From an optimization exercise on the open Yosys and OpenROAD flow, aimed at small area and a short achievable clock period; shortcuts taken in it are not production practice. RTL that was checked went through simulation tests only; none was proved equivalent to the original. Only the layout flow was run in runs 1 to 3; the RTL was not checked for function there. Power is estimated from default activity; no workload was simulated.

### flow/run.sh
#!/bin/bash
# synth_recipe.tcl (not shown) runs the flow's synth.tcl, then flattens the netlist and writes it again
# the make line also repeats each setting of config.mk as NAME=value (left out here)
make -C /OpenROAD-flow-scripts/flow DESIGN_CONFIG=/design/flow/config.mk WORK_HOME=/design/flow/orfs CLKGATE_MAP_FILE= SYNTH_SCRIPT=/design/flow/synth_recipe.tcl finish
### flow/config.mk
export PLATFORM = sky130hd
export DESIGN_NAME = pkt_framer
export DESIGN_NICKNAME = pkt_framer
export VERILOG_FILES = /design/flow/design.v
export SDC_FILE = /design/flow/constraint.sdc
export NUM_CORES = 4
export LEC_CHECK = 0
export CAP_MARGIN = 20
export CORE_MARGIN = 2
export CORE_UTILIZATION = 40
export SLEW_MARGIN = 20
export SYNTH_HIERARCHICAL = 1
### flow/constraint.sdc
create_clock -name core_clock -period 8.0 [get_ports {clk}]
set_input_delay 1.6000 -clock core_clock [delete_from_list [all_inputs] [get_ports {clk}]]
set_output_delay 1.6000 -clock core_clock [all_outputs]
set_load 0.01 [all_outputs]
### flow/design.v
module dec3 (
    input  [2:0] a,
    output [7:0] y,
    output [7:0] y_n
);
    genvar g;
    generate
        for (g = 0; g < 8; g = g + 1) begin : d
            assign y[g]   = (a == g);
            assign y_n[g] = (a != g);
        end
    endgenerate
endmodule
module dec4e (
    input  [3:0]  a,
    input         en,
    output [15:0] y,
    output [15:0] y_n
);
    genvar g;
    generate
        for (g = 0; g < 16; g = g + 1) begin : d
            assign y[g]   = en && (a == g);
            assign y_n[g] = !(en && (a == g));
        end
    endgenerate
endmodule
module dec4n (
    input  [3:0]  a,
    output [15:0] y_n
);
    genvar g;
    generate
        for (g = 0; g < 16; g = g + 1) begin : d
            assign y_n[g] = (a != g);
        end
    endgenerate
endmodule
module nor2m  (input a, b, output y);       assign y = ~(a | b);         endmodule
module nand2m (input a, b, output y);       assign y = ~(a & b);         endmodule
module nand4m (input a, b, c, d, output y); assign y = ~(a & b & c & d); endmodule
module nand3m (input a, b, c, output y);    assign y = ~(a & b & c);     endmodule
module nor4m  (input a, b, c, d, output y); assign y = ~(a | b | c | d); endmodule
module nor3m  (input a, b, c, output y);    assign y = ~(a | b | c);     endmodule
module aoi222 (
    input  a0, a1, b0, b1, c0, c1,
    output y
);
    assign y = ~((a0 & a1) | (b0 & b1) | (c0 & c1));
endmodule
module aoi22 (
    input  a0, a1, b0, b1,
    output y
);
    assign y = ~((a0 & a1) | (b0 & b1));
endmodule
module hold1 (
    input  en,
    input  en_n,
    input  d,
    input  q,
    output y
);
    assign y = (en & d) | (en_n & q);
endmodule
module ring_wdec (
    input  [6:0]   wr,
    input          push,
    output [127:0] en,
    output [127:0] en_n
);
    wire [7:0]  p, p_n;
    wire [15:0] q, q_n;
    dec3  u_p (.a(wr[2:0]), .y(p), .y_n(p_n));
    dec4e u_q (.a(wr[6:3]), .en(push), .y(q), .y_n(q_n));
    genvar r;
    generate
        for (r = 0; r < 128; r = r + 1) begin : row
            nor2m  u_en  (.a(p_n[r % 8]), .b(q_n[r / 8]), .y(en[r]));
            nand2m u_enn (.a(p[r % 8]),   .b(q[r / 8]),   .y(en_n[r]));
        end
    endgenerate
endmodule
module ring_hold (
    input  [127:0]  en,
    input  [127:0]  en_n,
    input  [7:0]    d,
    input  [1023:0] q,
    output [1023:0] y
);
    genvar r, k;
    generate
        for (r = 0; r < 128; r = r + 1) begin : row
            for (k = 0; k < 8; k = k + 1) begin : bt
                hold1 u (.en(en[r]), .en_n(en_n[r]), .d(d[k]), .q(q[8*r + k]),
                         .y(y[8*r + k]));
            end
        end
    endgenerate
endmodule
module rmux_bit (
    input  [127:0] s,
    input  [127:0] m,
    output         y
);
    wire [42:0] t;      
    wire [10:0] u;      
    wire [2:0]  v;      
    genvar g;
    generate
        for (g = 0; g < 42; g = g + 1) begin : a
            aoi222 x (.a0(s[3*g]), .a1(m[3*g]), .b0(s[3*g+1]), .b1(m[3*g+1]),
                      .c0(s[3*g+2]), .c1(m[3*g+2]), .y(t[g]));
        end
        aoi22 x42 (.a0(s[126]), .a1(m[126]), .b0(s[127]), .b1(m[127]), .y(t[42]));
        for (g = 0; g < 10; g = g + 1) begin : b
            nand4m x (.a(t[4*g]), .b(t[4*g+1]), .c(t[4*g+2]), .d(t[4*g+3]), .y(u[g]));
        end
        nand3m x10 (.a(t[40]), .b(t[41]), .c(t[42]), .y(u[10]));
        nor4m  y0  (.a(u[0]), .b(u[1]), .c(u[2]), .d(u[3]), .y(v[0]));
        nor4m  y1  (.a(u[4]), .b(u[5]), .c(u[6]), .d(u[7]), .y(v[1]));
        nor3m  y2  (.a(u[8]), .b(u[9]), .c(u[10]), .y(v[2]));
        nand3m z   (.a(v[0]), .b(v[1]), .c(v[2]), .y(y));
    endgenerate
endmodule
module ring_rmux (
    input  [6:0]    rd,
    input  [1023:0] mem,
    output [7:0]    y
);
    wire [7:0]   p, p_n;
    wire [15:0]  q_n;
    wire [127:0] s;
    dec3  u_p (.a(rd[2:0]), .y(p), .y_n(p_n));
    dec4n u_q (.a(rd[6:3]), .y_n(q_n));
    genvar i, k;
    generate
        for (i = 0; i < 128; i = i + 1) begin : sel
            nor2m u (.a(p_n[(i + 127) % 8]), .b(q_n[((i + 127) % 128) / 8]), .y(s[i]));
        end
        for (k = 0; k < 8; k = k + 1) begin : bt
            wire [127:0] m;
            for (i = 0; i < 128; i = i + 1) begin : col
                assign m[i] = mem[8*i + k];
            end
            rmux_bit u (.s(s), .m(m), .y(y[k]));
        end
    endgenerate
endmodule
module pkt_framer (
    input             clk,
    input             rst,
    input             op_valid,
    input      [15:0] op_word,
    output            op_ready,
    output reg        res_valid,
    output reg [7:0]  res_data,
    input             rx_valid,
    input      [7:0]  rx_data,
    output            rx_ready,
    input             tx_line_ready,
    output reg        tx_valid,
    output reg [7:0]  tx_data
);
    localparam N        = 128;
    localparam IW       = 7;
    localparam BODY_MAX = 7;
    localparam [7:0] HEADER = 8'h24;    
    localparam [7:0] ENDM   = 8'h23;    
    localparam [1:0] AH = 2'd0, AB = 2'd1, AD = 2'd2;
    localparam [1:0] W00 = 2'd0, W02 = 2'd1, W04 = 2'd2, WFF = 2'd3;
    reg        rxie, txie, tx_act;
    reg [4:0]  status;
    reg [1:0]  fst;
    reg [3:0]  body_len;
    reg [2:0]  cmd;
    reg [1:0]  wcode;
    reg [7:0]  body [0:BODY_MAX-1];
    wire rx_step   = rx_valid && rxie;
    wire txi_step  = !rx_step && tx_line_ready && txie && tx_act;
    assign rx_ready = rxie;
    assign op_ready = !rx_step && !txi_step;
    wire main_step = op_valid && op_ready;
    wire [7:0] d = op_word[7:0];
    wire op_push_tx  = op_word[15:8] == 8'h11;
    wire op_pop_rx   = op_word == 16'h2000;
    wire op_pop_tx   = op_word == 16'h2100;
    wire op_empty_rx = op_word == 16'h3000;
    wire op_empty_tx = op_word == 16'h3100;
    wire op_fr_step  = op_word == 16'h4000;
    wire op_fr_ack   = op_word == 16'h5000;
    wire op_fr_body  = op_word[15:8] == 8'h60;
    wire op_pump     = op_word == 16'h8000;
    wire op_ie_write = op_word[15:2] == 14'h2400;
    wire op_clr      = op_word[15:5] == 11'h500;
    wire op_rd_reg   = (op_word[15:4] == 12'hB00) && (op_word[3:0] != 4'hF);
    wire fr_take;
    wire rx_push = rx_step;
    wire rx_pop  = (main_step && op_pop_rx) || fr_take;    
    wire tx_push = main_step && op_push_tx;
    wire pump_go, txi_send;
    wire tx_pop  = (main_step && op_pop_tx) || pump_go || txi_send;
    reg  [8*N-1:0] rx_mem, tx_mem;
    reg  [IW-1:0]  rx_wr, rx_rd, tx_wr, tx_rd;
    reg            rx_full, tx_full;
    reg  [7:0]     rx_head, tx_head;    
    wire rx_empty = (rx_wr == rx_rd) && !rx_full;
    wire tx_empty = (tx_wr == tx_rd) && !tx_full;
    wire [IW-1:0] rx_wr_n = rx_wr + 1'b1, rx_rd_n = rx_rd + 1'b1;
    wire [IW-1:0] tx_wr_n = tx_wr + 1'b1, tx_rd_n = tx_rd + 1'b1;
    wire [7:0] rx_count = rx_full ? 8'd128 : {1'b0, rx_wr - rx_rd};
    wire [7:0] tx_count = tx_full ? 8'd128 : {1'b0, tx_wr - tx_rd};
    wire rx_pop_ok = rx_pop && !rx_empty;
    wire tx_pop_ok = tx_pop && !tx_empty;
    always @(posedge clk) begin
        if (rst) begin
            rx_wr   <= {IW{1'b0}};
            rx_rd   <= {IW{1'b0}};
            rx_full <= 1'b0;
        end else if (rx_push) begin
            rx_wr <= rx_wr_n;
            if (rx_full)
                rx_rd <= rx_rd_n;
            else if (rx_wr_n == rx_rd)
                rx_full <= 1'b1;
        end else if (rx_pop_ok) begin
            rx_rd   <= rx_rd_n;
            rx_full <= 1'b0;
        end
    end
    always @(posedge clk) begin
        if (rst) begin
            tx_wr   <= {IW{1'b0}};
            tx_rd   <= {IW{1'b0}};
            tx_full <= 1'b0;
        end else if (tx_push) begin
            tx_wr <= tx_wr_n;
            if (tx_full)
                tx_rd <= tx_rd_n;
            else if (tx_wr_n == tx_rd)
                tx_full <= 1'b1;
        end else if (tx_pop_ok) begin
            tx_rd   <= tx_rd_n;
            tx_full <= 1'b0;
        end
    end
    wire [N-1:0]   rx_en, rx_en_n, tx_en, tx_en_n;
    wire [8*N-1:0] rx_mem_d, tx_mem_d;
    ring_wdec u_rx_wdec (.wr(rx_wr), .push(rx_push), .en(rx_en), .en_n(rx_en_n));
    ring_wdec u_tx_wdec (.wr(tx_wr), .push(tx_push), .en(tx_en), .en_n(tx_en_n));
    ring_hold u_rx_hold (.en(rx_en), .en_n(rx_en_n), .d(rx_data), .q(rx_mem), .y(rx_mem_d));
    ring_hold u_tx_hold (.en(tx_en), .en_n(tx_en_n), .d(d),       .q(tx_mem), .y(tx_mem_d));
    always @(posedge clk) begin
        rx_mem <= rx_mem_d;
        tx_mem <= tx_mem_d;
    end
    wire [7:0] rx_nxt, tx_nxt;
    ring_rmux u_rx_rmux (.rd(rx_rd), .mem(rx_mem), .y(rx_nxt));
    ring_rmux u_tx_rmux (.rd(tx_rd), .mem(tx_mem), .y(tx_nxt));
    always @(posedge clk) begin
        if (rx_push && rx_empty)
            rx_head <= rx_data;
        else if ((rx_push && rx_full) || rx_pop_ok)
            rx_head <= rx_nxt;
        if (tx_push && tx_empty)
            tx_head <= d;
        else if ((tx_push && tx_full) || tx_pop_ok)
            tx_head <= tx_nxt;
    end
    wire [7:0] b       = rx_head;
    wire       b_hdr   = b == HEADER;
    wire       b_end   = b == ENDM;
    assign fr_take  = main_step && op_fr_step && (fst != AD) && !rx_empty;
    assign pump_go  = main_step && op_pump && !tx_act && !tx_empty;
    assign txi_send = txi_step && !tx_empty;
    wire       frame_ok = (wcode != WFF) &&
                          (body_len == {1'b0, wcode, 1'b1} + 4'd2);
    reg [2:0] lk_cmd;
    reg [1:0] lk_w;
    always @(*) begin
        case ({body[0], body[1], b})
            24'h474F4F: begin lk_cmd = 3'd1; lk_w = W04; end   
            24'h454E44: begin lk_cmd = 3'd2; lk_w = W00; end   
            24'h535044: begin lk_cmd = 3'd3; lk_w = W04; end   
            24'h414C54: begin lk_cmd = 3'd4; lk_w = W04; end   
            24'h4D414E: begin lk_cmd = 3'd5; lk_w = W02; end   
            24'h4C4544: begin lk_cmd = 3'd6; lk_w = W02; end   
            default:    begin lk_cmd = 3'd7; lk_w = WFF; end   
        endcase
    end
    wire fr_done = fr_take && (fst == AB) && b_end && frame_ok;
    wire fr_err  = fr_take && (fst == AB) && ((b_end && !frame_ok) || b_hdr);
    always @(posedge clk) begin
        if (rst) begin
            fst      <= AH;
            body_len <= 4'd0;
            cmd      <= 3'd0;
            wcode    <= WFF;
        end else if (fr_take) begin
            case (fst)
                AH: begin
                    if (b_hdr) begin
                        fst      <= AB;
                        body_len <= 4'd0;
                        cmd      <= 3'd0;
                        wcode    <= WFF;
                    end
                end
                AB: begin
                    if (b_end) begin
                        if (frame_ok) begin
                            fst <= AD;
                        end else begin
                            fst      <= AH;
                            body_len <= 4'd0;
                            cmd      <= 3'd0;
                            wcode    <= WFF;
                        end
                    end else if (b_hdr) begin
                        body_len <= 4'd0;
                        cmd      <= 3'd0;
                        wcode    <= WFF;
                    end else begin
                        if (!body_len[3])
                            body_len <= body_len + 4'd1;
                        if (body_len == 4'd2) begin
                            cmd   <= lk_cmd;
                            wcode <= lk_w;
                        end
                    end
                end
                default: ;
            endcase
        end else if (main_step && op_fr_ack && fst == AD) begin
            fst      <= AH;
            body_len <= 4'd0;
            cmd      <= 3'd0;
            wcode    <= WFF;
        end
    end
    wire body_we = fr_take && fst == AB && !b_end && !b_hdr;
    genvar g;
    generate
        for (g = 0; g < BODY_MAX; g = g + 1) begin : bodyw
            always @(posedge clk)
                if (body_we && body_len == g)
                    body[g] <= b;
        end
    endgenerate
    always @(posedge clk) begin
        if (rst) begin
            rxie   <= 1'b0;
            txie   <= 1'b0;
            tx_act <= 1'b0;
            status <= 5'd0;
        end else begin
            if (main_step && op_ie_write) begin
                rxie <= d[0];
                txie <= d[1];
            end
            if (pump_go)
                tx_act <= 1'b1;
            else if (txi_step && tx_empty)
                tx_act <= 1'b0;
            if (main_step && op_clr)
                status <= status & ~d[4:0];
            else begin
                if (rx_step && rx_full)                      status[0] <= 1'b1;
                if (main_step && op_pop_rx && rx_empty)      status[1] <= 1'b1;
                if (tx_push && tx_full)                      status[2] <= 1'b1;
                if (main_step && op_pop_tx && tx_empty)      status[3] <= 1'b1;
                if (fr_err)                                  status[4] <= 1'b1;
            end
        end
    end
    wire [7:0] width = {{5{wcode == WFF}}, wcode[1], wcode[0], wcode == WFF};
    reg [7:0] reg_val;
    always @(*) begin
        case (d[3:0])
            4'd0:    reg_val = {3'b0, status};
            4'd1:    reg_val = {5'b0, tx_act, txie, rxie};
            4'd2:    reg_val = {6'b0, fst};
            4'd3:    reg_val = {4'b0, body_len};
            4'd4:    reg_val = {5'b0, cmd};
            4'd5:    reg_val = width;
            4'd6:    reg_val = rx_count;
            4'd7:    reg_val = tx_count;
            4'd8:    reg_val = {1'b0, rx_wr};
            4'd9:    reg_val = {1'b0, rx_rd};
            4'd10:   reg_val = {1'b0, tx_wr};
            4'd11:   reg_val = {1'b0, tx_rd};
            4'd12:   reg_val = {6'b0, tx_full, rx_full};
            4'd13:   reg_val = 8'h00;           
            4'd14:   reg_val = N;               
            default: reg_val = 8'h00;
        endcase
    end
    wire [3:0] body_lim = body_len[3] ? 4'd7 : body_len;
    reg [7:0] result;
    always @(*) begin
        result = 8'h00;
        if (op_pop_rx)
            result = rx_empty ? 8'h00 : rx_head;
        else if (op_pop_tx)
            result = tx_empty ? 8'h00 : tx_head;
        else if (op_empty_rx)
            result = {7'b0, rx_empty};
        else if (op_empty_tx)
            result = {7'b0, tx_empty};
        else if (op_fr_step)
            result = {5'b0, fr_done, fr_err, fr_take};
        else if (op_fr_ack)
            result = {7'b0, fst == AD};
        else if (op_fr_body)
            result = (d < {4'b0, body_lim}) ? body[d[2:0]] : 8'h00;
        else if (op_pump)
            result = {7'b0, !tx_act && !tx_empty};
        else if (op_rd_reg)
            result = reg_val;
    end
    always @(posedge clk) begin
        res_data <= result;
        tx_data  <= tx_head;
        if (rst) begin
            res_valid <= 1'b0;
            tx_valid  <= 1'b0;
        end else begin
            res_valid <= main_step;
            tx_valid  <= pump_go || txi_send;
        end
    end
endmodule
==> results of run 1 <==
worst max path at each step:
stage	startpoint	end	slack (ps)
2_1_floorplan	op_word[9]	tx_mem[128]$_DFF_P_	4190
6_report	op_word[9]	tx_mem[269]$_DFF_P_	2830
5_1_grt	op_word[8]	tx_mem[267]$_DFF_P_	2740
4_1_cts	op_word[9]	tx_mem[269]$_DFF_P_	3030
3_5_place_dp	op_word[9]	tx_mem[268]$_DFF_P_	2080
3_3_place_gp	op_word[9]	tx_mem[283]$_DFF_P_	2070
power by group:
group	total, uW	switching [uW]	internal, uW
combinational	348	299	49.8
clock	10400	4520	5840
sequential	10900	1.33	10900
total	21700	4820	16800
area by class of cell:
class | instances | area [um^2] | share of cell area, %
Sequential cell | 2187 | 44500 | 48.8
Inverter | 36 | 135 | 0.148
Timing Repair Buffer | 132 | 1160 | 1.27
Multi-Input combinational cell | 4521 | 34800 | 38.2
Clock buffer | 322 | 6370 | 6.98
Clock inverter | 86 | 906 | 0.993
Antenna cell | 2 | 5.00 | 0.00549
Tap cell | 2640 | 3300 | 3.62
flip-flops by register name, summed over array words and instances (netlist names), 3 cells and up:
name      flops
rx_mem     1024
tx_head       8
rx_wr         7
body         56
tx_data       8
tx_rd         7
cmd           3
status        5
rx_head       8
res_data      8
tx_wr         7
rx_rd         7
tx_mem     1024
body_len      4
layout by cell type (no fill, tap or decap), drive strengths merged, types with 12 or more instances in the layout:
master / instances
dfxtp: 2115
a22o: 2051
a222oi: 672
nor2: 606
nand2: 355
clkbuf: 323
nand4: 180
buf: 100
nand3: 77
edfxtp: 72
nor3: 57
o21ai: 54
a21oi: 52
clkinv: 52
nor4: 50
inv: 49
clkdlybuf4s50: 31
xnor2: 26
ha: 23
a22oi: 23
nand3b: 19
xor2: 18
nand2b: 17
mux2: 16
mux2i: 14
or3b: 14
nor3b: 14
and3: 13
nor2b: 12
nand4bb: 12
clkinvlp: 12
metrics by stage:
| step | cell area [um^2] | cells | util, % | hold slack [ps] |
|---|---|---|---|---|
| 2_1_floorplan | 79700 | 6800 | - | 348 |
| 3_3_place_gp | 83900 | 9515 | 42.5 | 401 |
| 3_5_place_dp | 83900 | 9516 | 42.5 | 408 |
| 4_1_cts | 91200 | 9924 | 46.1 | 443 |
| 5_1_grt | 91200 | 9925 | 46.1 | 453 |
| 6_report | 91200 | 9926 | 46.1 | 438 |
layer usage:
metal,GRT usage [%],vias up
met2,39.5,4376
met4,10.1,2
met5,0,-
met3,7.11,782
li1,-,29452
met1,39.5,34379
worst max-delay path: cells and delay by family:
| family | cells | cell delay [ps] |
|---|---|---|
| compound gates | 1 | 330 |
| simple gates | 6 | 3510 |
| buf+inv | 1 | 480 |
==> run summary, run 1 <==
The type of element launching the critical path is an input port. The maximum fanout along the worst path was 8; the max-slew violation count was 0. The data arrival time of the worst path was 5940 ps; the total number of vias was 68,991. The critical hold path startpoint was tx_head[7]$_DFFE_PP_. The count of port buffers added during placement was 48. The weighted congestion at the end of routability-driven global placement came out at 0.953.

The HPWL after detailed placement is 185,000 um. The instance count along the most critical hold path was 0; the insertion delay of the later-clocked pin in the worst-skew pair was 900 ps. Across the VDD grid, the largest voltage drop is 194 uV. Hold repair after CTS inserted 0 buffers. STA classifies the critical path endpoint as a flop. The number of nets handed over by synthesis was 6,854. The DRC violation count after routing was 0; the global-route congestion overflow total was 0. Yosys printed 8 warnings.

Setup total negative slack on the finished layout was measured at 0 ps. The buffer cell driving the clock tree root is sky130_fd_sc_hd__clkbuf_16. After layout, the design draws a total of 21,700 uW. Based on the critical path, the design can be clocked at up to 0.193 GHz. The reg-to-reg critical path startpoint was rx_rd[1]$_SDFFE_PP0P_. The logs give 2900 ps for the slack of the worst reg-to-reg path and 0.0324 uW for the reported leakage power. The highest-delay cell along the critical path was sky130_fd_sc_hd__nor3_2.

Dividing the detail-routed via count by the number of cells gives 6.95. In the finished design, the share of the clock period the worst path needs comes to 64.6%. The sum of met3 wire segment lengths after detailed routing was 34,000 um.

By startpoint and endpoint, the worst setup path is classified as in2reg. Walking the worst path, the cells encountered are clkdlybuf4s50_1 -> nor4b_1 -> nand3_1 -> nor2_1 -> nand3b_1 -> nor3_2 -> nand2_1 -> a22o_1. TritonCTS built the clock tree. The number of antenna violations at the first check in global routing was 7; the post-CTS setup buffer count was 0. For the floorplan die area, the log shows 0.203 mm^2. For the number of levels the H-tree was split into, the log shows 4.

The worst reg2reg path endpoint was rx_head[6]$_DFFE_PP_. The total clock sinks is 2,187, and the post-CTS clock slew at the launch and capture registers of the worst setup and hold paths is 60 ps. On the worst path, the slowest cell contributes a delay of 970 ps.

TritonCTS created 218 clock buffers. The synthesized area divided by synthesized cell count came out at 11.7 um^2. The run finished with no timing, DRC or antenna violations. The min-delay analysis places its worst path in the category reg2reg. The final critical path time including I/O delays and setup is 5170 ps. The first detailed-routing pass ran for 11 iterations.

The clock passes through at most 3 buffers. For the hold violation total from the final report, the log shows 0. The total global routing track utilization is 27.6%.

The max-capacitance violation count is 0, and the number of placement rows is 163. The final routed wire length divided by cell count is 29.7 um, and the share of post-route cells with drive strength above 1 is 8.20%. Largest net degree at the start of global routing: 118.

The via count of the first global-routing pass was 64,354; the placement-stage worst setup slack was 2080 ps. 49 I/O pins were placed. For this design the ratio of total power to cell area is 237 mW/mm^2. After detailed routing, the total wire length is 295,000 um. The post-synthesis instance area was 0.0797 mm^2; the worst endpoint required time was 8770 ps. The die is 450 um tall. The final worst setup slack is 2830 ps.

The die boundary width is 450 um, and the slew at the pin with the worst max-slew slack is 1230 ps. The initial utilization of the core area, before any placement, comes to 40.3%. Detailed routing placed a total of 122,000 um of wire on met2. Synthesis handed over a netlist of 6,800 instances. Signal routing reaches up to met5.

The final-report setup violation count was 0; the number of gates resized after cts was 0. In the final routing, the length of wire on met1 measures 127,000 um. The worst pin sits at a relative slew slack of 17.7%. The final layout contains 7,150 nets. The first global-routing pass estimated 433,000 um of wire. The core region is 0.198 mm^2.

After the first detailed-routing iteration, the DRC count stood at 12,312. The residual antenna-violating net count after detailed routing was 0; the final-layout fill cell count was 17,902. The clock tree skew after final layout is 51.3 ps, and the area overhead of the layout relative to synthesis is 14.4%. Setup repair after global routing left no endpoint under its margin.

For the worst flop-to-flop path, the logic depth is 8. The worst hold path terminates at tx_data[7]$_DFF_P_.
==> inputs of run 2 (changes only) <==
--- a/flow/config.mk
+++ b/flow/config.mk
@@ -10,2 +10,3 @@
 export CORE_UTILIZATION = 40
+export SETUP_SLACK_MARGIN = 4.3
 export SLEW_MARGIN = 20
==> run 2 against run 1 <==
Net effect:
- largest power group unchanged
- still clean on timing, DRC and antenna
- worst hold slack worse by 53 ps
- total power is 2.6% higher
- largest cell class unchanged
- synthesized cell count unchanged
- clock-buffer cell count fell by 36
- sequential power is essentially flat
- sequential cell count stayed put
- maximum frequency increased by 35%
- cell count up 0.23%
- area after synthesis unchanged
==> run summary, run 2 <==
The run finished with no timing, DRC or antenna violations. The longest individual stage delay on the worst path is 780 ps (-190 ps), and the number of levels the H-tree was split into is 4 (unchanged). The ratio of total power to cell area works out to 239 mW/mm^2 (+0.67%). The logs give 0 (unchanged) for the residual antenna-violating net count after detailed routing and 0.198 mm^2 (unchanged) for the placeable core area. For the net switching power, the log shows 4910 uW (+1.7%). The critical path goes through nand3_2 -> buf_6 -> nor2_1 -> a222oi_1 -> nand4_1 -> nor4_4 -> nand3_2 -> mux2_2. The tools report the detailed-placement wirelength estimate as 183,000 um (-1.0%).

The post-synthesis instance area was 0.0797 mm^2 (unchanged); the post-CTS clock slew at the launch and capture registers of the worst setup and hold paths was 70 ps (about the same). The global-route congestion overflow total was 0 (unchanged). The weighted congestion at the end of routability-driven global placement came out at 0.953 (about the same). The worst setup path is launched from a flop. The library cell used most frequently in the layout, excluding fill and tap cells, is sky130_fd_sc_hd__dfxtp_1. For the clock tree skew after final layout, the log shows 74.9 ps (+23.5 ps). The path with the worst hold slack has its endpoint at tx_data[0]$_DFF_P_. Utilization after layout: 47.0% (+0.89 points). The highest-delay cell along the critical path was sky130_fd_sc_hd__nor4_4. The clock share of power is 49.2% (+1.3 points). The floorplan die area is 0.203 mm^2 (unchanged). The part of the total power dissipated in sequential elements came out at 49.2% (-1.3 points). The detail-routed via count per cell is 6.93 (-0.34%). The tools report the worst reg2reg path endpoint as rx_head[0]$_DFFE_PP_.

The tools report the total number of vias as 68,918 (-0.11%). The logs give 17,300 uW (+2.9%) for the internal power consumption and 225 uV (+16%) for the maximum ir drop on the vdd rail. The tools report the top achievable clock speed as 0.260 GHz (+35%). The initial detailed-routing violation count was 11,926 (-3.1%). The instance count along the most critical hold path is 0 (unchanged), and the cell count of the worst reg-to-reg path is 8 (unchanged).

The final-report setup violation count was 0 (unchanged); the count of buffering cells on the critical path with inverters included was 1 (unchanged). For the detailed-routing iteration count for the pre-antenna-repair pass, the log shows 14 (+3). The tools report the number of placement rows as 163 (unchanged). The maximum fanout along the worst path is 14 (+6), and the total clock sinks is 2,187 (unchanged). The data arrival time of the worst path came out at 4490 ps (-1450 ps). TritonCTS built the clock tree.

The tools report the total number of yosys warnings as 8 (unchanged). The number of antenna violations at the first check in global routing came out at 4 (-3). The die boundary width is 450 um (unchanged). For the number of buffers created by CTS, the log shows 217 (-0.46%). In the final layout, the registers with the most flip-flops are rx_mem (1024), tx_mem (1024), body (56). In this run the most critical hold path is launched from tx_head[0]$_DFFE_PP_. The tightest min-delay check is of the reg2reg type.

The synthesized area divided by synthesized cell count came out at 11.7 um^2 (unchanged). DRC violation count after routing: 0 (unchanged). Compared with the post-synthesis result, the final layout area differs by 16.7%.

In this run the critical register-to-register path is launched from rx_rd[2]$_SDFFE_PP0P_. The starting utilization of the core area was 40.3% (unchanged). Setup repair after global routing could not meet its margin everywhere. The run gives 430,000 um (-0.72%) as the wire length of the first global-routing pass.

The slack of the worst reg-to-reg path was 4160 ps (+1260 ps). For the net count of the mapped netlist, the log shows 6,854 (unchanged). The post-route setup TNS is 0 ps (unchanged). The max-capacitance violation count was 0 (unchanged); the worst max-slew margin expressed relative to the limit was 14.8% (-3.0 points).

The total of hold buffers inserted after clock tree synthesis was 0 (unchanged). The share of post-route cells with drive strength above 1 is 11.3% (+3.1 points). The insertion delay of the later-clocked pin in the worst-skew pair was 900 ps (about the same).

Clock tree synthesis selected as its root buffer the cell sky130_fd_sc_hd__clkbuf_16. Final period utilization: 48.0% (-17 points). The count of port buffers added during placement works out to 48 (unchanged). Number of I/O pins: 49 (unchanged).

The tools report the worst endpoint required time as 8650 ps (-120 ps). The total global routing track utilization is 27.4% (-0.14 points), and the hold violation total from the final report is 0 (unchanged). The final routed wirelength across all metal layers came out at 293,000 um (-0.39%). STA classifies the critical path endpoint as a flop.

The critical path is of the reg2reg type. The final routed wire length divided by cell count is 29.5 um (-0.62%), and the largest net degree at the start of global routing is 89 (-25%). For the combinational share of power, the log shows 1.6% (about the same). Switching part of the total: 22.1% (-0.19 points). The reported leakage power was 0.0330 uW (+1.9%). The max-slew violation count is 0 (unchanged), and the slew at the pin with the worst max-slew slack is 1280 ps (+40.7 ps).

The final critical path time including I/O delays and setup was 3840 ps (-1330 ps); the final net count was 7,174 (+0.34%). The synthesized instance count was 6,800 (unchanged). Via count of the first global-routing pass: 64,043 (-0.48%). The vertical extent of the die was 450 um (unchanged). For the clock tree buffer depth, the log shows 3 (unchanged). The top cell types in the final layout, fill and taps aside, are 2,107 x sky130_fd_sc_hd__dfxtp_1, 2,051 x sky130_fd_sc_hd__a22o_1, 672 x sky130_fd_sc_hd__a222oi_1. The critical path's most frequent cell is sky130_fd_sc_hd__nand3_2. The family with the most delay on the worst path is simple AND/OR/NAND/NOR gates.
==> run 2: layer usage <==
layer / GRT usage [%] / part of all wire [%] / vias up
li1: - / - / 29499
met3: 7.18 / 12 / 762
met2: 39.3 / 41 / 4509
met5: 0 / 0.016 / -
met1: 38.9 / 42 / 34142
met4: 11.1 / 4.3 / 6
==> run 2: through the flow <==
stage	instance area (um^2)	std cells	total power, uW	setup WS [ps]	hold slack, ps
6_report	92900	9949	22200	4160	386
4_1_cts	92300	9931	22300	4300	386
3_3_place_gp	83900	9517	11500	2280	385
5_1_grt	92900	9948	22800	4230	401
2_1_floorplan	79700	6800	11200	4320	348
3_5_place_dp	83900	9517	11500	2130	377
==> run 2: how the worst max path moves through the flow <==
stage / from / endpoint / depth (start not counted)
CTS: rx_rd[1]$_SDFFE_PP0P_ / rx_head[6]$_DFFE_PP_ / 8
global route: op_word[10] / tx_mem[679]$_DFF_P_ / 9
finish: rx_rd[2]$_SDFFE_PP0P_ / rx_head[0]$_DFFE_PP_ / 8
floorplan: op_word[9] / tx_mem[64]$_DFF_P_ / 7
detailed placement: op_word[9] / tx_mem[549]$_DFF_P_ / 8
global placement: op_word[9] / tx_mem[547]$_DFF_P_ / 8
==> run 2: area by class of cell <==
class	instances	area, um^2
inverters	36	135
fillers	17597	105000
diodes	2	5.00
flip-flops and latches	2187	44500
clock buffers	286	6130
multi-input cells	4521	35700
clock inverters	120	1640
repair buffers	157	1540
well taps	2640	3300
==> run 2: what timing repair did <==
action                                  CTS  global route
pin swaps                                17            31
setup endpoints to repair              1543          1084
endpoints found under the hold margin     0             0
gates resized for setup                 148           123
setup buffers                             8            15
==> run 2: power groups by stage <==
stage	clock network, uW	logic, uW	registers (uW)
after detailed placement	0	340	11200
after CTS	11000	341	10900
final	10900	352	10900
after global placement	0	338	11200
after global routing	11500	361	10900
after floorplan	0	54.2	11200
==> inputs of run 3 (changes only) <==
--- a/flow/config.mk
+++ b/flow/config.mk
@@ -10,3 +10,5 @@
 export CORE_UTILIZATION = 40
-export SETUP_SLACK_MARGIN = 4.3
+export CTS_CLUSTER_DIAMETER = 100
+export CTS_CLUSTER_SIZE = 30
+export SETUP_SLACK_MARGIN = 4.4
 export SLEW_MARGIN = 20
==> run 3 against run 2 <==
Net effect:
- still clean on timing, DRC and antenna
- register-to-register slack better by 100 ps
- non-clock buffer count rose by 36
- first-iteration DRC count fell by 5.3%
- cell count is 2.7% lower
- clock power decreased by about 50%
- maximum frequency is 2.8% higher
- sequential power about the same
- area after synthesis stayed put
- total power decreased by 25%
- synthesized cell count stayed put
- core utilization is 2.3 points lower
- critical path type unchanged
- critical endpoint is now rx_head[7]$_DFFE_PP_
==> run summary, run 3 <==
The worst register-to-register path begins at rx_rd[3]$_SDFFE_PP0P_. The library cell used most frequently in the layout, excluding fill and tap cells, is sky130_fd_sc_hd__dfxtp_1. The part of the total power dissipated in sequential elements is 65.3% (+16 points), and the area occupied by multi-input gates is 0.0363 mm^2 (+1.6%). The maximum ir drop on the vdd rail was 156 uV (-31%).

Clock tree skew after final layout: 44.4 ps (-30.5 ps). The DRC violation count after routing was 0 (unchanged). The total global routing track utilization is 26.8% (-0.66 points). The run gives 0.0840 mm^2 (about the same) as the area after detailed placement. The placeable core area came out at 0.198 mm^2 (unchanged).

In this run the most critical hold path is launched from tx_head[7]$_DFFE_PP_. Worst endpoint required time: 8540 ps (-110 ps). For the total number of vias, the log shows 67,526 (-2.0%). The vertical extent of the die is 450 um (unchanged), and the combinational share of power is 2.1% (+0.5 points).

Maximum fanout along the worst path: 22 (+8). The detail-routed via count per cell was 6.97 (+0.66%); the weighted congestion at the end of routability-driven global placement was 0.952 (about the same). The final-report setup violation count came out at 0 (unchanged).

For the net switching power, the log shows 3740 uW (-24%). The die boundary width was 450 um (unchanged). The run gives 163 (unchanged) as the number of placement rows. For the worst max-slew margin expressed relative to the limit, the log shows 10.4% (-4.3 points). The clock share of power was 32.7% (-17 points); the global-route congestion overflow total was 0 (unchanged). The post-synthesis instance area is 0.0797 mm^2 (unchanged).

Placement-stage worst setup slack: 2590 ps (+456 ps). The number of I/O pins came out at 49 (unchanged). The total number of yosys warnings was 8 (unchanged). The ratio of total power to cell area is 189 mW/mm^2 (-21%). The worst min-delay path class is reg2reg.

The tools report the met2 track demand over resource as 38.9% (-0.41 points). The run gives 84 (-61%) as the number of buffers created by CTS. The floorplan die area came out at 0.203 mm^2 (unchanged).

The logs give 6.03% (-1.2 points) for the met3 demand-to-capacity share in global routing and 0.268 GHz (+2.8%) for the top achievable clock speed. The reported leakage power was 0.0308 uW (-6.8%). The largest net degree at the start of global routing is 92 (+3.4%). Final worst setup slack: 4260 ps (+105 ps). The final net count was 7,077 (-1.4%). The max-capacitance violation count is 0 (unchanged), and the hold violation total from the final report is 0 (unchanged).

The design area came out at 0.0884 mm^2 (-4.9%). Buffer cell driving the clock tree root: sky130_fd_sc_hd__clkbuf_16. The area overhead of the layout relative to synthesis is 11.0%.

The run gives 287,000 um (-2.1%) as the final routed wirelength across all metal layers. The post-CTS clock slew at the launch and capture registers of the worst setup and hold paths is 120 ps (+50 ps), and the post-route setup TNS is 0 ps (unchanged). The slew at the pin with the worst max-slew slack came out at 1340 ps (+64.4 ps). The final period utilization is 46.7% (-1.3 points).

By startpoint and endpoint, the worst setup path is classified as reg2reg. The wire length of the first global-routing pass was 423,000 um (-1.5%). The global routing stage identified its most utilized layer as met2.

The max-slew violation count came out at 0 (unchanged). The tools report the type of element launching the critical path as a flop. TritonCTS built the clock tree.

The residual antenna-violating net count after detailed routing was 0 (unchanged); the internal power consumption was 13,000 uW (-25%). The tools report the insertion delay of the later-clocked pin in the worst-skew pair as 780 ps (-120 ps). The share of post-route cells with drive strength above 1 is 9.09% (-2.2 points), and the count of port buffers added during placement is 48 (unchanged). Leaving out fill and tap cells, the most frequent cells in the layout are 2,108 x sky130_fd_sc_hd__dfxtp_1, 2,051 x sky130_fd_sc_hd__a22o_1, 672 x sky130_fd_sc_hd__a222oi_1. For the detailed-placement wirelength estimate, the log shows 185,000 um (+0.89%).

The final critical path time including I/O delays and setup works out to 3740 ps (-105 ps). The tools report the number of levels the H-tree was split into as 3 (-1). The synthesized area divided by synthesized cell count works out to 11.7 um^2 (unchanged).

The starting utilization of the core area was 40.3% (unchanged); the total clock sinks was 2,187 (unchanged). The switching part of the total is 22.3% (+0.22 points). In the final layout, the registers with the most flip-flops are rx_mem (1024), tx_mem (1024), body (56).

The flow ran to the end and the layout has no timing, DRC or antenna violations. The worst setup path is captured at a flop. The detailed-routing iteration count for the pre-antenna-repair pass was 13 (-1); the via count of the first global-routing pass was 62,554 (-2.3%). Setup repair after global routing could not meet its margin everywhere.

The net count of the mapped netlist was 6,854 (unchanged); the initial detailed-routing violation count was 11,297 (-5.3%). The number of antenna violations at the first check in global routing is 5 (+1), and the clock tree buffer depth is 3 (unchanged). Final routed wire length divided by cell count: 29.7 um (+0.60%). The data arrival time of the worst path is 4280 ps (-210 ps), and the synthesized instance count is 6,800 (unchanged).

The total area of sequential cells came out at 0.0445 mm^2 (about the same). The launch point of the critical path is rx_rd[3]$_SDFFE_PP0P_. The logs give 0 (unchanged) for the total of hold buffers inserted after clock tree synthesis and 38.9% (about the same) for the met1 capacity usage during global routing. For the final-layout fill cell count, the log shows 18,016 (+2.4%).
[run 3: cell type report]
type | count | share of cell area [%]
multi-input cells | 4521 | 41.0
flip-flops and latches | 2187 | 50.4
repair buffers | 193 | 2.12
well taps | 2640 | 3.74
clock inverters | 10 | 0.166
clock buffers | 95 | 2.47
diodes | 2 | 0.00566
inverters | 36 | 0.157
[run 3: worst paths after layout]
kind                            cells after the start  slack, ps                   end
worst min register to register                      0        420    tx_data[7]$_DFF_P_
worst max register to register                      8       4260  rx_head[7]$_DFFE_PP_
worst min-delay path                                0        420    tx_data[7]$_DFF_P_
worst max-delay path                                8       4260  rx_head[7]$_DFFE_PP_
[run 3: critical path, stage by stage (launching register included)]
cell	delay [ps]
sky130_fd_sc_hd__dfxtp_1	330
sky130_fd_sc_hd__buf_4	430
sky130_fd_sc_hd__or4b_4	370
sky130_fd_sc_hd__nor2_1	190
sky130_fd_sc_hd__a222oi_1	610
sky130_fd_sc_hd__nand4_1	420
sky130_fd_sc_hd__nor4_4	480
sky130_fd_sc_hd__nand3_1	310
sky130_fd_sc_hd__mux2_2	360
[run 3: what timing repair did]
item,CTS,global route
pin swaps,46,47
hold endpoints to repair,0,0
gates resized for setup,287,115
setup buffers,28,29
setup endpoints to repair,1904,1677
[run 3: routing by layer]
| metal | part of all wire, % | vias up | routed length (um) |
|---|---|---|---|
| met5 | 0 | - | 0 |
| met4 | 3.3 | 0 | 9340 |
| met3 | 12 | 551 | 33100 |
| met2 | 42 | 4193 | 121000 |
| met1 | 43 | 33662 | 124000 |
| li1 | - | 29120 | - |
[run 3: power groups by stage]
stage	combinational, uW	sequential, uW	clock (uW)
global route	360	10900	5930
CTS	337	10900	5550
finish	348	10900	5470
detailed placement	335	11200	0
global placement	333	11200	0
floorplan	54.2	11200	0
[run 3: through the flow]
stage               hold slack, ps  utilization (%)  std cells  power (uW)
floorplan                      348                -       6800       11200
global placement               381             42.5       9520       11500
detailed placement             399             42.5       9520       11500
CTS                            424             44.4       9653       16800
global route                   438             44.7       9683       17200
finish                         421             44.7       9684       16800
==> inputs of run 4 (changes only) <==
--- a/flow/design.v
+++ b/flow/design.v
@@ -44,2 +44,8 @@
 module nor3m  (input a, b, c, output y);    assign y = ~(a | b | c);     endmodule
+module oai21 (
+    input  a1, a2, b1,
+    output y
+);
+    assign y = ~((a1 | a2) & b1);
+endmodule
 module aoi222 (
@@ -103,3 +109,3 @@
     input  [127:0] m,
-    output         y
+    output         y_n
 );
@@ -107,3 +113,4 @@
     wire [10:0] u;      
-    wire [2:0]  v;      
+    wire [4:0]  v;      
+    wire [1:0]  w;      
     genvar g;
@@ -119,6 +126,9 @@
         nand3m x10 (.a(t[40]), .b(t[41]), .c(t[42]), .y(u[10]));
-        nor4m  y0  (.a(u[0]), .b(u[1]), .c(u[2]), .d(u[3]), .y(v[0]));
-        nor4m  y1  (.a(u[4]), .b(u[5]), .c(u[6]), .d(u[7]), .y(v[1]));
-        nor3m  y2  (.a(u[8]), .b(u[9]), .c(u[10]), .y(v[2]));
-        nand3m z   (.a(v[0]), .b(v[1]), .c(v[2]), .y(y));
+        for (g = 0; g < 4; g = g + 1) begin : c
+            nor2m x (.a(u[2*g]), .b(u[2*g+1]), .y(v[g]));
+        end
+        nor3m  y4 (.a(u[8]), .b(u[9]), .c(u[10]), .y(v[4]));
+        nand3m z0 (.a(v[0]), .b(v[1]), .c(v[2]), .y(w[0]));
+        nand2m z1 (.a(v[3]), .b(v[4]), .y(w[1]));
+        nor2m  o  (.a(w[0]), .b(w[1]), .y(y_n));
     endgenerate
@@ -128,3 +138,3 @@
     input  [1023:0] mem,
-    output [7:0]    y
+    output [7:0]    y_n
 );
@@ -145,3 +155,3 @@
             end
-            rmux_bit u (.s(s), .m(m), .y(y[k]));
+            rmux_bit u (.s(s), .m(m), .y_n(y_n[k]));
         end
@@ -172,2 +182,3 @@
     reg        rxie, txie, tx_act;
+    reg        txi_en;      
     reg [4:0]  status;
@@ -179,3 +190,3 @@
     wire rx_step   = rx_valid && rxie;
-    wire txi_step  = !rx_step && tx_line_ready && txie && tx_act;
+    wire txi_step  = !rx_step && tx_line_ready && txi_en;
     assign rx_ready = rxie;
@@ -246,2 +257,3 @@
     end
+    genvar g;
     wire [N-1:0]   rx_en, rx_en_n, tx_en, tx_en_n;
@@ -256,14 +268,23 @@
     end
-    wire [7:0] rx_nxt, tx_nxt;
-    ring_rmux u_rx_rmux (.rd(rx_rd), .mem(rx_mem), .y(rx_nxt));
-    ring_rmux u_tx_rmux (.rd(tx_rd), .mem(tx_mem), .y(tx_nxt));
+    wire [7:0] rx_nxt_n, tx_nxt_n;
+    ring_rmux u_rx_rmux (.rd(rx_rd), .mem(rx_mem), .y_n(rx_nxt_n));
+    ring_rmux u_tx_rmux (.rd(tx_rd), .mem(tx_mem), .y_n(tx_nxt_n));
+    wire rx_ld_din = rx_push && rx_empty;
+    wire rx_ld_nxt = (rx_push && rx_full) || rx_pop_ok;
+    wire tx_ld_din = tx_push && tx_empty;
+    wire tx_ld_nxt = (tx_push && tx_full) || tx_pop_ok;
+    wire [7:0] rx_oth_n = ~(({8{rx_ld_din}} & rx_data) |
+                            ({8{!rx_ld_din && !rx_ld_nxt}} & rx_head));
+    wire [7:0] tx_oth_n = ~(({8{tx_ld_din}} & d) |
+                            ({8{!tx_ld_din && !tx_ld_nxt}} & tx_head));
+    wire [7:0] rx_head_d, tx_head_d;
+    generate
+        for (g = 0; g < 8; g = g + 1) begin : hd
+            oai21 u_rx (.a1(rx_nxt_n[g]), .a2(!rx_ld_nxt), .b1(rx_oth_n[g]), .y(rx_head_d[g]));
+            oai21 u_tx (.a1(tx_nxt_n[g]), .a2(!tx_ld_nxt), .b1(tx_oth_n[g]), .y(tx_head_d[g]));
+        end
+    endgenerate
     always @(posedge clk) begin
-        if (rx_push && rx_empty)
-            rx_head <= rx_data;
-        else if ((rx_push && rx_full) || rx_pop_ok)
-            rx_head <= rx_nxt;
-        if (tx_push && tx_empty)
-            tx_head <= d;
-        else if ((tx_push && tx_full) || tx_pop_ok)
-            tx_head <= tx_nxt;
+        rx_head <= rx_head_d;
+        tx_head <= tx_head_d;
     end
@@ -341,3 +362,2 @@
     wire body_we = fr_take && fst == AB && !b_end && !b_hdr;
-    genvar g;
     generate
@@ -349,2 +369,5 @@
     endgenerate
+    wire ie_wr     = main_step && op_ie_write;
+    wire txie_nx   = ie_wr ? d[1] : txie;
+    wire tx_act_nx = pump_go ? 1'b1 : (txi_step && tx_empty) ? 1'b0 : tx_act;
     always @(posedge clk) begin
@@ -354,12 +377,10 @@
             tx_act <= 1'b0;
+            txi_en <= 1'b0;
             status <= 5'd0;
         end else begin
-            if (main_step && op_ie_write) begin
+            if (ie_wr)
                 rxie <= d[0];
-                txie <= d[1];
-            end
-            if (pump_go)
-                tx_act <= 1'b1;
-            else if (txi_step && tx_empty)
-                tx_act <= 1'b0;
+            txie   <= txie_nx;
+            tx_act <= tx_act_nx;
+            txi_en <= txie_nx && tx_act_nx;
             if (main_step && op_clr)
--- a/flow/config.mk
+++ b/flow/config.mk
@@ -12,2 +12,3 @@
 export CTS_CLUSTER_SIZE = 30
+export PLACE_DENSITY = 0.45
 export SETUP_SLACK_MARGIN = 4.4
==> run 4 against run 3 <==
Net effect:
- still clean
- setup slack got worse by 50 ps
- combinational power rose by 8.3%
- cell count rose by 1.4%
- non-clock buffer count fell by 3
- core utilization rose by 0.13 points
- clock power rose by about 10%
- highest routed layer unchanged
==> run summary, run 4 <==
Placeable core area: 0.198 mm^2 (unchanged). The tools report the met1 capacity usage during global routing as 40.7% (+1.8 points). The number of I/O pins was 49 (unchanged); the reported leakage power was 0.0310 uW (+0.83%). The most common cell after layout, fill and taps aside is sky130_fd_sc_hd__dfxtp_1. The tools report the final instance count without filler cells as 9,817 (+1.4%).

For the residual antenna-violating net count after detailed routing, the log shows 0 (unchanged). The critical path starts at rx_rd[6]$_SDFFE_PP0P_. The final routed wire length divided by cell count is 32.2 um (+8.6%).

The met2 track demand over resource is 46.9% (+8.0 points). The placement-stage worst setup slack was 2910 ps (+320 ps). Leaving out fill and tap cells, the most frequent cells in the layout are 2,124 x sky130_fd_sc_hd__dfxtp_1, 2,055 x sky130_fd_sc_hd__a22o_1, 672 x sky130_fd_sc_hd__a222oi_1.

The worst max-slew margin expressed relative to the limit came out at 22.2% (+12 points). The synthesized area divided by synthesized cell count works out to 11.5 um^2 (-1.6%). Utilization after layout: 44.9% (+0.13 points).

The wire length of the first global-routing pass is 452,000 um (+6.8%). The largest net degree at the start of global routing was 82 (-11%); the data arrival time of the worst path was 4430 ps (+150 ps). The insertion delay of the later-clocked pin in the worst-skew pair came out at 790 ps (about the same). For the number of levels the H-tree was split into, the log shows 3 (unchanged).

The tree is rooted in a sky130_fd_sc_hd__clkbuf_16. For the clock tree skew after final layout, the log shows 31.9 ps (-12.5 ps). The logs give 0 (unchanged) for the global-route congestion overflow total and 29.5% (+2.8 points) for the total global routing track utilization. For the floorplan die area, the log shows 0.203 mm^2 (about the same).

Starting utilization of the core area: 40.3% (about the same). Final-report setup violation count: 0 (unchanged). The share of post-route cells with drive strength above 1 was 8.78% (-0.31 points). Synthesized instance count: 6,909 (+1.6%). The critical hold path startpoint was rx_mem[878]$_DFF_P_. The run gives 0 (unchanged) as the max-slew violation count. The ratio of total power to cell area is 196 mW/mm^2 (+3.3%), and the post-route setup TNS is 0 ps (unchanged). The maximum ir drop on the vdd rail is 169 uV (+8.6%).

The largest registers in the layout are rx_mem (1024), tx_mem (1024), body (56). The final net count is 7,182 (+1.5%), and the initial detailed-routing violation count is 9,718 (-14%). The path class of the tightest hold or removal check is reg2reg. Post-CTS clock slew at the launch and capture registers of the worst setup and hold paths: 120 ps (about the same).

The critical path start-end classification was reg2reg. The total number of yosys warnings was 8 (unchanged); the number of buffers created by CTS was 91 (+8.3%). The count of port buffers added during placement is 48 (unchanged). The final routed wirelength across all metal layers is 316,000 um (+10%). Detailed-routing iteration count for the pre-antenna-repair pass: 12 (-1).

The maximum fanout along the worst path was 15 (-32%); the final period utilization was 47.3% (+0.63 points). The run gives 0 (unchanged) as the hold violation total from the final report. The total clock sinks is 2,188 (+0.046%), and the total number of vias is 66,874 (-0.97%). The number of antenna violations at the first check in global routing came out at 2 (-3). The logs give 62,104 (-0.72%) for the via count of the first global-routing pass and 0 (unchanged) for the max-capacitance violation count. The final worst setup slack is 4210 ps (-50.2 ps). The die boundary width is 450 um (about the same), and the post-synthesis instance area is 0.0797 mm^2 (about the same). The tools report the weighted congestion at the end of routability-driven global placement as 0.913 (-4.1%).

Setup repair after global routing could not meet its margin everywhere. Final critical path time including I/O delays and setup: 3790 ps (+50.2 ps). The met3 demand-to-capacity share in global routing is 3.79% (-2.2 points), and the vertical extent of the die is 450 um (about the same).

The tools report the worst endpoint required time as 8640 ps (+100 ps). TritonCTS built the clock tree. The top achievable clock speed came out at 0.264 GHz (-1.3%). Number of placement rows: 163 (unchanged). Post-placement cell count: 9,638 (+1.2%). Busiest metal layer after global routing: met2. The slew at the pin with the worst max-slew slack works out to 1170 ps (-172 ps). The clock tree buffer depth was 3 (unchanged); the total of hold buffers inserted after clock tree synthesis was 0 (unchanged). STA classifies the critical path startpoint as a flop. The DRC violation count after routing was 0 (unchanged); the net count of the mapped netlist was 6,963 (+1.6%). From synthesis to final layout, the design area changed by 11.3%.

Detail-routed via count per cell: 6.81 (-2.3%). The flow ran to the end and the layout has no timing, DRC or antenna violations. The run gives 201,000 um (+8.7%) as the detailed-placement wirelength estimate. In this run the critical register-to-register path is launched from rx_rd[6]$_SDFFE_PP0P_. The kind of capture point of the worst setup path is a flop.
-- run 4: layout make-up --
cell class	instances	area (um^2)
clock inverter	30	400
clock buffer	99	2400
timing repair buffer	190	1810
inverter	33	128
sequential	2188	44400
tap	2640	3300
fill	18330	109000
antenna	13	32.5
multi-input combinational	4624	36200
-- run 4: power by group --
part / leakage, uW / switching [uW] / internal (uW)
Combinational: 0.0119 / 318 / 59.0
Clock: 0.00136 / 3720 / 2320
Sequential: 0.0178 / 8.23 / 10900
Total: 0.0310 / 4040 / 13300
-- run 4: final timing paths --
path	end	slack (ps)	cells past startpoint
setup reg to reg	rx_head[7]$_DFF_P_	4210	9
hold / removal	rx_mem[878]$_DFF_P_	480	1
setup / recovery	rx_head[7]$_DFF_P_	4210	9
hold reg to reg	rx_mem[878]$_DFF_P_	480	1
-- run 4: per-layer routing --
| layer | up-vias | share of wire [%] |
|---|---|---|
| met5 | - | 0 |
| met4 | 0 | 4.3 |
| met3 | 567 | 6.7 |
| met2 | 3262 | 46 |
| met1 | 33598 | 43 |
| li1 | 29447 | - |
-- run 4: timing repair --
item                                    in CTS  in global routing
endpoints found under the setup margin    2141               1326
setup buffers                               28                  9
gates resized for setup                    228                146
pin swaps                                   13                 17
gates cloned                                 0                  0
-- run 4: worst max-delay path: stages (launching register included) --
cell,delay [ps]
sky130_fd_sc_hd__dfxtp_1,590
sky130_fd_sc_hd__buf_4,390
sky130_fd_sc_hd__nand4bb_2,350
sky130_fd_sc_hd__nor2_1,210
sky130_fd_sc_hd__a222oi_1,650
sky130_fd_sc_hd__nand4_1,390
sky130_fd_sc_hd__nor2_2,370
sky130_fd_sc_hd__nand3_1,250
sky130_fd_sc_hd__nor2_1,330
sky130_fd_sc_hd__o21ai_1,90
-- run 4: metrics by stage --
step	total power (uW)	hold slack [ps]	area (um^2)
4_1_cts	17500	482	88000
5_1_grt	17900	491	88700
6_report	17400	482	88700
3_3_place_gp	11600	451	84100
2_1_floorplan	11200	340	79800
3_5_place_dp	11600	451	84100
==> inputs of run 5 (changes only) <==
--- a/flow/design.v
+++ b/flow/design.v
@@ -192,4 +192,5 @@
     assign rx_ready = rxie;
-    assign op_ready = !rx_step && !txi_step;
-    wire main_step = op_valid && op_ready;
+    aoi22 u_op_ready (.a0(rx_valid), .a1(rxie), .b0(tx_line_ready), .b1(txi_en),
+                      .y(op_ready));
+    wire main_step = op_valid && !rx_step && !txi_step;
     wire [7:0] d = op_word[7:0];
==> flow/flow/run.sh (new file) <==
#!/bin/bash
# The standard layout (standard.sh), with the ports buffered by plain
# buffers instead of the delay cell that buffer_ports picks by default.
# standard.sh writes the ORFS logs under orfs/logs; its own output goes to
# standard.log here.
set -e
export BUFFER_PORTS_ARGS="-buffer_cell sky130_fd_sc_hd__buf_4"
bash standard.sh > standard.log 2>&1
==> flow/standard.sh (new file) <==
#!/bin/bash
# synth_recipe.tcl (not shown) runs the flow's synth.tcl, then flattens the netlist and writes it again
# the make line also repeats each setting of config.mk as NAME=value (left out here)
make -C /OpenROAD-flow-scripts/flow DESIGN_CONFIG=/design/flow/config.mk WORK_HOME=/design/flow/orfs CLKGATE_MAP_FILE= SYNTH_SCRIPT=/design/flow/synth_recipe.tcl "${@:-finish}"
--- a/flow/config.mk
+++ b/flow/config.mk
@@ -12,3 +12,2 @@
 export CTS_CLUSTER_SIZE = 30
-export PLACE_DENSITY = 0.45
 export SETUP_SLACK_MARGIN = 4.4
removed: flow/run.sh
==> run 5 against run 4 <==
Net effect:
- area after synthesis is essentially flat
- sequential share of layout area grew 1.2 points
- setup slack gained 110 ps
- still clean on timing, DRC and antenna
- combinational power shrank 5%
- highest routed layer is now met5
- synthesized cell count grew 0.14%
- global-route usage shrank 2.2 points
==> run summary, run 5 <==
The final instance count without filler cells was 9,746 (-0.72%); the floorplan die area was 0.203 mm^2 (about the same). The type of element launching the critical path was a flop. The tools report the final-report setup violation count as 0 (unchanged). The minimum hold slack was 411 ps (-71.4 ps). The highest-delay cell along the critical path was sky130_fd_sc_hd__a222oi_1. In the final layout, the registers with the most flip-flops are rx_mem (1024), tx_mem (1024), body (56).

The detail-routed via count per cell was 6.98 (+2.5%); the detailed-placement wirelength estimate was 185,000 um (-7.8%). Setup repair after global routing could not meet its margin everywhere. For the post-placement cell count, the log shows 9,632 (-0.062%). The number of buffers created by CTS is 83 (-8.8%). The tightest min-delay check is of the reg2reg type. The run gives 8660 ps (+20 ps) as the worst endpoint required time. The share of post-route cells with drive strength above 1 works out to 6.15% (-2.6 points).

The insertion delay of the later-clocked pin in the worst-skew pair is 770 ps (-20 ps), and the count of port buffers added during placement is 48 (unchanged). The area overhead of the layout relative to synthesis came out at 8.75%. The logs give 3270 ps (+356 ps) for the placement-stage worst setup slack and 11,874 (+22%) for the initial detailed-routing violation count. The synthesized instance count is 6,919 (+0.14%). The via count of the first global-routing pass is 63,485 (+2.2%).

The longest individual stage delay on the worst path works out to 710 ps (+60 ps). Kind of capture point of the worst setup path: a flop. The data arrival time of the worst path came out at 4340 ps (-90 ps).

The signal on the critical path passes through or3_2 -> buf_4 -> nor2_1 -> a222oi_1 -> nand4_1 -> nor3_2 -> nand2_1 -> nor2_1 -> o21ai_1. For the final worst setup slack, the log shows 4320 ps (+110 ps). The residual antenna-violating net count after detailed routing came out at 0 (unchanged). The vertical extent of the die was 450 um (about the same); the die boundary width was 450 um (about the same). The critical path start-end classification was reg2reg. The run gives 0.0304 uW (-2.1%) as the reported leakage power.

TritonCTS built the clock tree. The run gives 0.0797 mm^2 (about the same) as the post-synthesis instance area. For the weighted congestion at the end of routability-driven global placement, the log shows 0.994 (+8.8%).

The tools report the number of levels the H-tree was split into as 3 (unchanged). The run finished with no timing, DRC or antenna violations. For the wire length of the first global-routing pass, the log shows 429,000 um (-5.2%). The tree is rooted in a sky130_fd_sc_hd__clkbuf_16. The ratio of total power to cell area was 192 mW/mm^2 (-1.8%).

The total number of yosys warnings was 8 (unchanged); the post-route setup TNS was 0 ps (unchanged). The final period utilization came out at 46.0% (-1.4 points). For the max-capacitance violation count, the log shows 0 (unchanged).

The maximum fanout along the worst path was 16 (+1); the global-route congestion overflow total was 0 (unchanged). For the clock tree skew after final layout, the log shows 24.0 ps (-7.88 ps). Max-slew violation count: 0 (unchanged).

Net count of the mapped netlist: 6,973 (+0.14%). The synthesized area divided by synthesized cell count came out at 11.5 um^2 (-0.10%). The placeable core area was 0.198 mm^2 (unchanged).

The library cell used most frequently in the layout, excluding fill and tap cells, is sky130_fd_sc_hd__dfxtp_1. The final routed wirelength across all metal layers came out at 294,000 um (-6.9%). The number of placement rows was 163 (unchanged); the worst max-slew margin expressed relative to the limit was 13.0% (-9.2 points).

The critical path's most frequent cell is sky130_fd_sc_hd__nor2_1. The total number of vias came out at 68,072 (+1.8%). In the layout the commonest cells are 2,126 x sky130_fd_sc_hd__dfxtp_1, 2,053 x sky130_fd_sc_hd__a22o_1, 674 x sky130_fd_sc_hd__a222oi_1. The number of antenna violations at the first check in global routing came out at 6 (+4). The starting utilization of the core area was 40.3% (about the same).

The post-CTS clock slew at the launch and capture registers of the worst setup and hold paths came out at 120 ps (about the same). The count of buffering cells on the critical path with inverters included was 1 (unchanged). Family with the most delay on the worst path: simple AND/OR/NAND/NOR gates. In this run the critical register-to-register path is launched from rx_rd[1]$_SDFFE_PP0P_.

The logs give 0.272 GHz (+3.0%) for the top achievable clock speed and 7,146 (-0.50%) for the final net count. For the clock tree buffer depth, the log shows 3 (unchanged). The critical hold path startpoint was tx_head[0]$_DFF_P_.

The detailed-routing iteration count for the pre-antenna-repair pass was 10 (-2); the maximum ir drop on the vdd rail was 165 uV (-2.1%). The total clock sinks is 2,188 (unchanged), and the total global routing track utilization is 27.3% (-2.2 points). Final routed wire length divided by cell count: 30.2 um (-6.2%).

The final critical path time including I/O delays and setup was 3680 ps (-110 ps); the DRC violation count after routing was 0 (unchanged). Largest net degree at the start of global routing: 86 (+4.9%). The slew at the pin with the worst max-slew slack works out to 1300 ps (+138 ps). The launch point of the critical path is rx_rd[1]$_SDFFE_PP0P_. The hold violation total from the final report is 0 (unchanged), and the number of I/O pins is 49 (unchanged).
run 5: repair_timing:
| action | in CTS | in global routing |
|---|---|---|
| setup buffers | 5 | 10 |
| pin swaps | 5 | 9 |
| endpoints found under the setup margin | 509 | 956 |
| resized for setup | 29 | 72 |
| hold buffers | 0 | 0 |
run 5: path summary, 6_finish.rpt:
kind / depth (start not counted) / end / slack [ps]
setup / recovery: 9 / rx_head[1]$_DFF_P_ / 4320
setup reg to reg: 9 / rx_head[1]$_DFF_P_ / 4320
hold / removal: 0 / tx_data[0]$_DFF_P_ / 410
hold reg to reg: 0 / tx_data[0]$_DFF_P_ / 410
run 5: power by group:
part	internal, uW	total (uW)	leakage [uW]	switching [uW]
clock network	1940	5360	0.00109	3420
logic	55.7	358	0.0115	302
registers	10900	10900	0.0178	5.55
total	12900	16700	0.0304	3730
run 5: final cells by class:
class	instances	area [um^2]
Antenna cell	2	5.00
Clock buffer	89	2120
Clock inverter	8	96.3
Fill cell	18282	111000
Inverter	27	118
Multi-Input combinational cell	4637	35400
Sequential cell	2188	44400
Tap cell	2640	3300
Timing Repair Buffer	155	1270
run 5: through the flow:
step | cell area, um^2 | utilization [%] | total power, uW
6_report | 86700 | 43.9 | 16700
3_3_place_gp | 84000 | 42.5 | 11500
2_1_floorplan | 79800 | - | 11200
3_5_place_dp | 84000 | 42.5 | 11500
5_1_grt | 86700 | 43.9 | 17100
4_1_cts | 86400 | 43.7 | 16700
run 5: metal layers:
metal / up-vias / wire length [um] / part of all wire, % / track usage, %
li1: 29363 / - / - / -
met1: 33707 / 120000 / 41 / 36.6
met2: 4210 / 130000 / 44 / 42.4
met3: 790 / 27500 / 9.3 / 4.61
met4: 2 / 16600 / 5.6 / 13.6
met5: - / 59 / 0.020 / 0.237

## re-timing with driven ports
The flow's constraints put no driver on any port. The routed layouts listed below were extracted and timed again, unchanged, in two steps. Step 1 assumes that a clkbuf_16 drives the clock port and a buf_2 every other input. Step 2, shift: input delay + t, output delay - t, t = (earliest + latest rising clock arrival at the registers) / 2. This alone moves slack from input paths to output paths. a / b / c = ideal ports / drivers / drivers and shift; a / b = the first two.
run | t (ns) | setup WS [ns] | hold slack, ns | slew at the worst register clock pin (ns) | pins driven straight from the clock port
run 1 | 0.949 | 2.829 / 2.880 / 1.931 | 0.438 / 0.438 / 0.438 | 0.07 / 0.07 | 1
run 2 | 0.944 | 4.159 / 4.159 / 3.421 | 0.386 / 0.386 / 0.386 | 0.07 / 0.07 | 1
run 3 | 0.839 | 4.264 / 4.264 / 3.527 | 0.421 / 0.421 / 0.421 | 0.12 / 0.12 | 1
run 4 | 0.863 | 4.213 / 4.213 / 3.673 | 0.482 / 0.482 / 0.482 | 0.13 / 0.13 | 1
run 5 | 0.853 | 4.323 / 4.323 / 3.561 | 0.411 / 0.411 / 0.411 | 0.12 / 0.12 | 1
After both steps setup and hold are still met in every run listed. The setup slack of run 1, which loses most, moves by +0.051 ns with the drivers and by -0.898 ns with both steps.
